Background: an optimization exercise with open tools, aiming at small area, a short achievable clock period and few clock cycles. Do not read the settings as production practice. At most, simulation tests tie the RTL to the original design; equivalence was not proved. Power figures rest on the tool's default switching activity, not on a simulated workload.

==> flow/design.v (excerpt) <==
module milight_periph (
    input  wire        clk,
    input  wire        rst,
    input  wire        in_valid,
    output wire        in_ready,
    input  wire [1:0]  in_kind,
    input  wire [15:0] in_word,
    output reg         out_valid,
    output reg  [7:0]  out_data,
    output wire [1:0]  attn
);
    localparam [3:0] A_ACT    = 4'b0010,
                     A_CFG    = 4'b0100,
                     A_START  = 4'b0110,
                     A_STEP   = 4'b1000,
                     A_TICK   = 4'b1001,
                     A_ARB    = 4'b1010,
                     A_TMO    = 4'b1011,
                     A_WSTART = 4'b1100,
                     A_WWRITE = 4'b1101,
                     A_WREAD  = 4'b1110,
                     A_WSTOP  = 4'b1111;
    wire [3:0] cmd_op  = in_word[15:12];
    wire [7:0] ip      = in_word[7:0];
    wire [3:0] sq_op   = in_word[7:4];
    wire [1:0] wk      = in_word[9:8];
    wire       k_cmd   = (in_kind == 2'd0);
    wire       k_sq    = (in_kind == 2'd1);
    wire       cb_ok   = (in_word[11:9] == 3'd0);
    wire       sb_ok   = (in_word[3:1] == 3'd0);
    wire [3:0] op_d  = k_cmd ? {1'b0, cmd_op[1:0], 1'b0} :
                       k_sq  ? {2'b10, sq_op[2], sq_op[0]} : {2'b11, wk};
    wire       bus_d = k_cmd ? in_word[8] : k_sq ? in_word[0] : in_kind[0];
    wire cmd_ok = (cmd_op == 4'h1) || (cmd_op == 4'h2) || (cmd_op == 4'h3 && !ip[7]);
    wire sq_ok  = (sq_op == 4'h1) || (sq_op == 4'h2) || (sq_op == 4'h4) || (sq_op == 4'h5);
    wire w_ok   = !wk[1] || (ip[7:1] == 7'd0 && !(wk[0] && ip[0]));
    wire ex_d   = k_cmd ? cmd_ok && cb_ok : k_sq && sq_ok && sb_ok;
    wire rst_d  = k_cmd && (in_word == 16'hF000);    
    wire [7:0] defd     = in_word[8] ? 8'hC6 : 8'h3F;
    wire       mask_bad = (ip == 8'h00) || ((ip & ~defd) != 8'h00);
    wire       class_ok = (ip == 8'h02) || (ip == 8'h03) || (ip == 8'h06);
    wire       bad_d    = cmd_op[1] ? !class_ok : mask_bad;
    wire c01_d  = k_cmd ? cmd_ok && !cb_ok : k_sq && sb_ok && (sq_op == 4'h3);
    reg        v;          
  ...
Settings: LEC_CHECK=0, CAP_MARGIN=20, CORE_MARGIN=2, CORE_UTILIZATION=40, SETUP_SLACK_MARGIN=3.9, SLEW_MARGIN=20; clock period 6.0 ns.
standard.sh (not shown) runs the stock make flow with config.mk's settings and CLKGATE_MAP_FILE= SYNTH_SCRIPT=/design/flow/synth_recipe.tcl, a recipe that flattens the netlist after the stock synthesis.
==> flow/flow/run.sh <==
#!/bin/bash
# The standard layout (standard.sh, with the standard flow's synthesis) with two changes:
# the port buffers are buf_2 cells, and the clock tree is built from a
# clkbuf_16 root and clkbuf_4 cluster buffers, without dummy loads.
export BUFFER_PORTS_ARGS="-buffer_cell sky130_fd_sc_hd__buf_2"
export CTS_ARGS="-sink_clustering_enable -repair_clock_nets -buf_list sky130_fd_sc_hd__clkbuf_4 -root_buf sky130_fd_sc_hd__clkbuf_16 -dont_use_dummy_load -sink_clustering_size 30"
bash standard.sh > standard.log 2>&1
Rerun with:
--- a/flow/design.v
+++ b/flow/design.v
@@ -139,27 +139,22 @@
             end
             if (do_wstart) begin
                 fe_rd <= match &&  p[0];
                 fe_wr <= match && !p[0];
                 if (match) fe_active <= 1'b1;
             end
             if (pop && p[0]) fe_rd <= 1'b0;
         end
     end
     always @(posedge clk) begin
-        if (rst)
-            ptr <= 1'b0;
-        else if (refill)
-            ptr <= ~ptr;
-    end
-    always @(posedge clk) begin
         if (refill) begin
+            ptr <= ~ptr;
             if (ptr) begin
                 s0_cc <= cc;
                 s0_fl <= flags;
             end else begin
                 s1_cc <= cc;
                 s1_fl <= flags;
             end
         end
         if (addr_r) begin
             cnt <= 3'b111;
@@ -198,67 +193,65 @@
     wire [1:0] wk      = in_word[9:8];
     wire       k_cmd   = (in_kind == 2'd0);
     wire       k_sq    = (in_kind == 2'd1);
     wire       cb_ok   = (in_word[11:9] == 3'd0);
     wire       sb_ok   = (in_word[3:1] == 3'd0);
     wire [3:0] op_d  = k_cmd ? {1'b0, cmd_op[1:0], 1'b0} :
                        k_sq  ? {2'b10, sq_op[2], sq_op[0]} : {2'b11, wk};
     wire       bus_d = k_cmd ? in_word[8] : k_sq ? in_word[0] : in_kind[0];
     wire cmd_ok = (cmd_op == 4'h1) || (cmd_op == 4'h2) || (cmd_op == 4'h3 && !ip[7]);
     wire sq_ok  = (sq_op == 4'h1) || (sq_op == 4'h2) || (sq_op == 4'h4) || (sq_op == 4'h5);
-    wire w_ok   = !wk[1] || (ip[7:1] == 7'd0 && !(wk[0] && ip[0]));
-    wire ex_d   = k_cmd ? cmd_ok && cb_ok : k_sq && sq_ok && sb_ok;
+    wire w_ok   = !(wk == 2'b10 && ip[7:1] != 7'd0) && !(wk == 2'b11 && ip != 8'h00);
+    wire ex_d   = k_cmd ? cmd_ok && cb_ok : k_sq ? sq_ok && sb_ok : w_ok;
     wire rst_d  = k_cmd && (in_word == 16'hF000);    
     wire [7:0] defd     = in_word[8] ? 8'hC6 : 8'h3F;
     wire       mask_bad = (ip == 8'h00) || ((ip & ~defd) != 8'h00);
     wire       class_ok = (ip == 8'h02) || (ip == 8'h03) || (ip == 8'h06);
     wire       bad_d    = cmd_op[1] ? !class_ok : mask_bad;
     wire c01_d  = k_cmd ? cmd_ok && !cb_ok : k_sq && sb_ok && (sq_op == 4'h3);
     reg        v;          
     reg        ex;         
-    reg        ex_w;       
     reg        c01;        
     reg        brst;       
     reg        bad;        
     reg  [3:0] op;
     reg        bq;
     reg  [7:0] p;
     reg        match0, match1;    
     reg        rdy;
     wire       en0, en1;
     wire [6:0] own0, own1;
     wire       accept = in_valid && rdy;
     assign     in_ready = rdy;
     always @(posedge clk) begin
         v      <= accept && !rst;
         ex     <= accept && !rst && ex_d;
-        ex_w   <= accept && !rst && in_kind[1] && w_ok;
         c01    <= c01_d;
         brst   <= rst || (accept && rst_d);
         op     <= op_d;
         bad    <= bad_d;
         bq     <= bus_d;
         p      <= ip;
         match0 <= !brst && en0 && (ip[7:1] == own0);
         match1 <= !brst && en1 && (ip[7:1] == own1);
         rdy    <= rst || !(accept && k_cmd && cmd_op == 4'h3);
     end
     wire a_act   = ex && (op == A_ACT);
     wire a_cfg   = ex && (op == A_CFG);
     wire a_start = ex && (op == A_START);
     wire a_tick  = ex && (op == A_TICK);
     wire a_step  = ex && (op == A_STEP);
     wire a_arb   = ex && (op == A_ARB);
     wire a_tmo   = ex && (op == A_TMO);
-    wire a_wst   = ex_w && (op[1:0] == A_WSTART[1:0]);    
-    wire a_wrd   = ex_w && (op[1:0] == A_WREAD[1:0]);
-    wire a_wsp   = ex_w && (op[1:0] == A_WSTOP[1:0]);
+    wire a_wst   = ex && (op == A_WSTART);
+    wire a_wrd   = ex && (op == A_WREAD);
+    wire a_wsp   = ex && (op == A_WSTOP);
     wire       rok0, idle0, sok0, frd0, fwr0, fac0;
     wire       rok1, idle1, sok1, frd1, fwr1, fac1;
     wire [7:0] head0, head1;
     milight_bus #(
         .DEFINED(8'h3F), .FLAG_IDX(1), .K3(8'h00), .K4(8'h00),
         .ATTN_EN(1), .ATTN_REL_EN(1), .ATTN_ACTIVE(0),
         .T_ASSERT(3'd3), .T_HOLD(3'd7), .T_RASSERT(3'd3), .T_RHOLD(3'd7)
     ) u_bus0 (
         .clk(clk), .rst(brst),
         .do_act(a_act && !bq && !bad), .do_cfg(a_cfg && !bq && !bad),
@@ -289,21 +282,21 @@
     wire       idle = bq ? idle1  : idle0;
     wire       en   = bq ? en1    : en0;
     wire       sok  = bq ? sok1   : sok0;
     wire       frd  = bq ? frd1   : frd0;
     wire       fwr  = bq ? fwr1   : fwr0;
     wire       fac  = bq ? fac1   : fac0;
     wire       m    = bq ? match1 : match0;
     wire [7:0] head = bq ? head1  : head0;
     reg [7:0] resp;
     always @* begin
-        if (op[3:2] == 2'b11 ? !ex_w : !ex) resp = brst ? 8'h00 : c01 ? 8'h01 : 8'hFF;
+        if (!ex) resp = brst ? 8'h00 : c01 ? 8'h01 : 8'hFF;
         else case (op)
             A_ACT:    resp = !rok ? 8'h01 : !idle ? 8'h02 : bad ? 8'h03 : 8'h00;
             A_CFG:    resp = !idle ? 8'h02 : bad ? 8'hFF : 8'h00;
             A_START:  resp = {6'd0, en, 1'b0};
             A_STEP:   resp = {7'd0, !sok};
             A_ARB:    resp = {7'd0, !frd};
             A_TMO:    resp = {7'd0, !fac};
             A_WSTART: resp = {7'd0, !m};
             A_WWRITE: resp = {7'd0, !fwr};
             A_WREAD:  resp = frd ? head : 8'hFF;
The changed run completed with no timing, DRC or antenna violations; count of clock-buffer cells in the layout stays the same; final cell count hardly moves; power came out lower by 1.3%; setup slack improves by 0.19 ns; worst hold slack is worse by 0.049 ns; non-clock buffer count stays the same; synthesized area shrinks by 1.7%; die area shrinks by 1.7%; critical path depth does not change.
No run of this note included a check of the RTL's function; only the layout flow was run.


Setup of v9:
milight_periph, a different RTL version from the one above (not shown whole).
Size: roughly 510 cells after synthesis, about 120 flip-flops, roughly 5300 µm² of cells after synthesis.
==> flow/design.v (excerpt) <==
module milight_periph (
    input  wire        clk,
    input  wire        rst,
    input  wire        in_valid,
    output wire        in_ready,
    input  wire [1:0]  in_kind,
    input  wire [15:0] in_word,
    output reg         out_valid,
    output reg  [7:0]  out_data,
    output wire [1:0]  attn
);
==> module milight_periph, before the edit <==
module milight_periph (
    input  wire        clk,
    input  wire        rst,
    input  wire        in_valid,
    output wire        in_ready,
    input  wire [1:0]  in_kind,
    input  wire [15:0] in_word,
    output reg         out_valid,
    output reg  [7:0]  out_data,
    output wire [1:0]  attn
);
    localparam [1:0] C_ACT    = 2'b01, C_CFG   = 2'b10, C_START = 2'b11,    
                     S_STEP   = 2'b00, S_TICK  = 2'b01,                     
                     S_ARB    = 2'b10, S_TMO   = 2'b11,
                     W_START  = 2'b00, W_WRITE = 2'b01,                     
                     W_READ   = 2'b10, W_STOP  = 2'b11;
    wire [3:0] cmd_op  = in_word[15:12];
    wire [7:0] ip      = in_word[7:0];
    wire [3:0] sq_op   = in_word[7:4];
    wire [1:0] wk      = in_word[9:8];
    wire       k_cmd   = (in_kind == 2'd0);
    wire       k_sq    = (in_kind == 2'd1);
    wire       cb_ok   = (in_word[11:9] == 3'd0);
    wire       sb_ok   = (in_word[3:1] == 3'd0);
    wire [1:0] op_d  = k_cmd ? cmd_op[1:0] : k_sq ? {sq_op[2], sq_op[0]} : wk;
    wire       bus_d = k_cmd ? in_word[8] : k_sq ? in_word[0] : in_kind[0];
    wire cmd_ok = (cmd_op == 4'h1) || (cmd_op == 4'h2) || (cmd_op == 4'h3 && !ip[7]);
    wire sq_ok  = (sq_op == 4'h1) || (sq_op == 4'h2) || (sq_op == 4'h4) || (sq_op == 4'h5);
    wire w_ok   = !wk[1] || (ip[7:1] == 7'd0 && !(wk[0] && ip[0]));
    wire rst_d  = k_cmd && (in_word == 16'hF000);    
    wire c01_d  = k_cmd ? cmd_ok && !cb_ok : k_sq && sb_ok && (sq_op == 4'h3);
    reg        v;          
    reg        ex_c;       
    reg        ex_s;       
    reg        ex_w;       
    reg        c01;        
    reg        brst;       
    reg  [1:0] op;
    reg        bq;
    reg  [7:0] p;
    reg        match0, match1;    
    reg        rdy;
    wire       en0, en1;
    wire [6:0] own0, own1;
    wire       accept = in_valid && rdy;
    assign     in_ready = rdy;
    always @(posedge clk) begin
        v      <= accept && !rst;
        ex_c   <= accept && !rst && k_cmd && cmd_ok && cb_ok;
        ex_s   <= accept && !rst && k_sq && sq_ok && sb_ok;
        ex_w   <= accept && !rst && in_kind[1] && w_ok;
        c01    <= c01_d;
        brst   <= rst || (accept && rst_d);
        op     <= op_d;
        bq     <= bus_d;
        p      <= ip;
        match0 <= !brst && en0 && (ip[7:1] == own0);
        match1 <= !brst && en1 && (ip[7:1] == own1);
        rdy    <= rst || !(accept && k_cmd && cmd_op == 4'h3);
    end
    wire [7:0] defd     = bq ? 8'hC6 : 8'h3F;
    wire       mask_bad = (p == 8'h00) || ((p & ~defd) != 8'h00);
    wire       class_ok = (p == 8'h02) || (p == 8'h03) || (p == 8'h06);
    wire       bad      = op[1] ? !class_ok : mask_bad;
    wire a_act   = ex_c && (op == C_ACT);
    wire a_cfg   = ex_c && (op == C_CFG);
    wire a_start = ex_c && (op == C_START);
    wire a_tick  = ex_s && (op == S_TICK);
    wire a_step  = ex_s && (op == S_STEP);
    wire a_arb   = ex_s && (op == S_ARB);
    wire a_tmo   = ex_s && (op == S_TMO);
    wire a_wst   = ex_w && (op == W_START);
    wire a_wrd   = ex_w && (op == W_READ);
    wire a_wsp   = ex_w && (op == W_STOP);
    wire       rok0, idle0, sok0, frd0, fwr0, fac0;
    wire       rok1, idle1, sok1, frd1, fwr1, fac1;
    wire [7:0] head0, head1;
    milight_bus #(
        .DEFINED(8'h3F), .FLAG_IDX(1), .K3(8'h00), .K4(8'h00),
        .ATTN_EN(1), .ATTN_REL_EN(1), .ATTN_ACTIVE(0),
        .T_ASSERT(3'd3), .T_HOLD(3'd7), .T_RASSERT(3'd3), .T_RHOLD(3'd7)
    ) u_bus0 (
        .clk(clk), .rst(brst),
        .do_act(a_act && !bq && !bad), .do_cfg(a_cfg && !bq && !bad),
        .do_start(a_start && !bq),
        .do_tick(a_tick && !bq), .do_step(a_step && !bq),
        .do_arb(a_arb && !bq), .do_tmo(a_tmo && !bq),
        .do_wstart(a_wst && !bq), .do_wread(a_wrd && !bq), .do_wstop(a_wsp && !bq),
        .p(p), .match(match0),
        .ready_ok(rok0), .idle(idle0), .en(en0), .step_ok(sok0), .fe_rd_o(frd0),
        .fe_wr_o(fwr0), .fe_act_o(fac0), .own_addr_o(own0), .head(head0), .attn_pin(attn[0])
    );
    milight_bus #(
        .DEFINED(8'hC6), .FLAG_IDX(2), .K3(8'h5A), .K4(8'h81),
        .ATTN_EN(1), .ATTN_REL_EN(0), .ATTN_ACTIVE(1),
        .T_ASSERT(3'd2), .T_HOLD(3'd5), .T_RASSERT(3'd2), .T_RHOLD(3'd5)
    ) u_bus1 (
        .clk(clk), .rst(brst),
        .do_act(a_act && bq && !bad), .do_cfg(a_cfg && bq && !bad),
        .do_start(a_start && bq),
        .do_tick(a_tick && bq), .do_step(a_step && bq),
        .do_arb(a_arb && bq), .do_tmo(a_tmo && bq),
        .do_wstart(a_wst && bq), .do_wread(a_wrd && bq), .do_wstop(a_wsp && bq),
        .p(p), .match(match1),
        .ready_ok(rok1), .idle(idle1), .en(en1), .step_ok(sok1), .fe_rd_o(frd1),
        .fe_wr_o(fwr1), .fe_act_o(fac1), .own_addr_o(own1), .head(head1), .attn_pin(attn[1])
    );
    wire       rok  = bq ? rok1   : rok0;
    wire       idle = bq ? idle1  : idle0;
    wire       en   = bq ? en1    : en0;
    wire       sok  = bq ? sok1   : sok0;
    wire       frd  = bq ? frd1   : frd0;
    wire       fwr  = bq ? fwr1   : fwr0;
    wire       fac  = bq ? fac1   : fac0;
    wire       m    = bq ? match1 : match0;
    wire [7:0] head = bq ? head1  : head0;
    reg [7:0] resp;
    always @* begin
        if (ex_c) case (op)
            C_ACT:    resp = !rok ? 8'h01 : !idle ? 8'h02 : bad ? 8'h03 : 8'h00;
            C_CFG:    resp = !idle ? 8'h02 : bad ? 8'hFF : 8'h00;
            default:  resp = {6'd0, en, 1'b0};                   
        endcase else if (ex_s) case (op)
            S_STEP:   resp = {7'd0, !sok};
            S_TICK:   resp = 8'h00;
            S_ARB:    resp = {7'd0, !frd};
            default:  resp = {7'd0, !fac};                       
        endcase else if (ex_w) case (op)
            W_START:  resp = {7'd0, !m};
            W_WRITE:  resp = {7'd0, !fwr};
            W_READ:   resp = frd ? head : 8'hFF;
            default:  resp = 8'h00;                              
        endcase else
            resp = brst ? 8'h00 : c01 ? 8'h01 : 8'hFF;
    end
    always @(posedge clk) begin
        if (rst) out_valid <= 1'b0;
        else     out_valid <= v;
        out_data <= resp;
    end
endmodule
Settings: LEC_CHECK=0, CAP_MARGIN=20, CORE_MARGIN=2, CORE_UTILIZATION=40, SETUP_SLACK_MARGIN=3.95, SLEW_MARGIN=20; clock period 6.0 ns.
==> flow/flow/run.sh <==
#!/bin/bash
# The standard layout (standard.sh) with three changes:
# - synthesis maps no half/full adder cells (ADDER_MAP_FILE empty), so ABC
#   maps all logic; the registers are those of the standard synthesis;
# - the port buffers are buf_2 cells;
# - the clock tree is built from a clkbuf_16 root and clkbuf_4 cluster
#   buffers, without dummy loads.
export BUFFER_PORTS_ARGS="-buffer_cell sky130_fd_sc_hd__buf_2"
export CTS_ARGS="-sink_clustering_enable -repair_clock_nets -buf_list sky130_fd_sc_hd__clkbuf_4 -root_buf sky130_fd_sc_hd__clkbuf_16 -dont_use_dummy_load -sink_clustering_size 30"
bash standard.sh ADDER_MAP_FILE= finish > standard.log 2>&1
Here is what was changed in the inputs of v22 compared with v9.
--- a/flow/design.v
+++ b/flow/design.v
@@ -199,15 +199,20 @@
     wire cmd_ok = (cmd_op == 4'h1) || (cmd_op == 4'h2) || (cmd_op == 4'h3 && !ip[7]);
     wire sq_ok  = (sq_op == 4'h1) || (sq_op == 4'h2) || (sq_op == 4'h4) || (sq_op == 4'h5);
     wire w_ok   = !wk[1] || (ip[7:1] == 7'd0 && !(wk[0] && ip[0]));
     wire rst_d  = k_cmd && (in_word == 16'hF000);    
+    wire [7:0] defd     = in_word[8] ? 8'hC6 : 8'h3F;
+    wire       mask_bad = (ip == 8'h00) || ((ip & ~defd) != 8'h00);
+    wire       class_ok = (ip == 8'h02) || (ip == 8'h03) || (ip == 8'h06);
+    wire       bad_d    = cmd_op[1] ? !class_ok : mask_bad;
     wire c01_d  = k_cmd ? cmd_ok && !cb_ok : k_sq && sb_ok && (sq_op == 4'h3);
     reg        v;          
     reg        ex_c;       
     reg        ex_s;       
     reg        ex_w;       
     reg        c01;        
     reg        brst;       
+    reg        bad;        
     reg  [1:0] op;
     reg        bq;
     reg  [7:0] p;
     reg        match0, match1;    
@@ -223,18 +228,15 @@
         ex_w   <= accept && !rst && in_kind[1] && w_ok;
         c01    <= c01_d;
         brst   <= rst || (accept && rst_d);
         op     <= op_d;
+        bad    <= bad_d;
         bq     <= bus_d;
         p      <= ip;
         match0 <= !brst && en0 && (ip[7:1] == own0);
         match1 <= !brst && en1 && (ip[7:1] == own1);
         rdy    <= rst || !(accept && k_cmd && cmd_op == 4'h3);
     end
-    wire [7:0] defd     = bq ? 8'hC6 : 8'h3F;
-    wire       mask_bad = (p == 8'h00) || ((p & ~defd) != 8'h00);
-    wire       class_ok = (p == 8'h02) || (p == 8'h03) || (p == 8'h06);
-    wire       bad      = op[1] ? !class_ok : mask_bad;
     wire a_act   = ex_c && (op == C_ACT);
     wire a_cfg   = ex_c && (op == C_CFG);
     wire a_start = ex_c && (op == C_START);
     wire a_tick  = ex_s && (op == S_TICK);
[summary]
Compared with v9, v22 has extra setup slack.
Final worst hold slack on v22 is down relative to v9.
Of v9 and v22, the run reporting the lower cell-internal power was v9.
v9 → v22: register cell area after layout increased 18 µm²; width of the die essentially unchanged; final area decreased 1.2%; final cell count increased 0.98%; peak supply drop increased about 16%.
The area of the die of v22 exceeds that of v9 by about 0.5%.
Sort v9 and v22 by fraction of the core area covered by cells at the end of the flow, ascending, and v22 comes first.
Testbench counts of v22, summed over its fixed seeds: cycles 24,063.
Only the layout flow was run in v9; the RTL was not checked for function there.

-- what the ideal ports hide --
Ports are ideal in the flow. The routed layouts listed here were re-timed in OpenROAD. Step 1: set_driving_cell puts a clkbuf_16 on clk and a buf_2 on each other input, an assumption about the parent block. Step 2 adds t to the input delays and takes it off the output delays; t is the mean of the earliest and latest rising clock arrival at the registers after step 1. Input paths then give back, and output paths get back, about the clock's delay inside the block. a / b / c = ideal / step 1 / step 2; a / b = the first two.
run | t, ns | setup WS [ns] | pins driven straight from the clock port
the first run of note 1 | 0.381 | 3.613 / 3.612 / 3.231 | 1
the second run of note 1 | 0.390 | 3.803 / 3.805 / 3.415 | 1
v9 | 0.379 | 3.977 / 3.940 / 3.672 | 1
v22 | 0.386 | 3.990 / 3.949 / 3.666 | 1
After both steps every run listed still meets setup and hold. For the second run of note 1, which loses most, drivers alone change the setup slack by +0.002 ns; drivers and shift together by -0.388 ns.
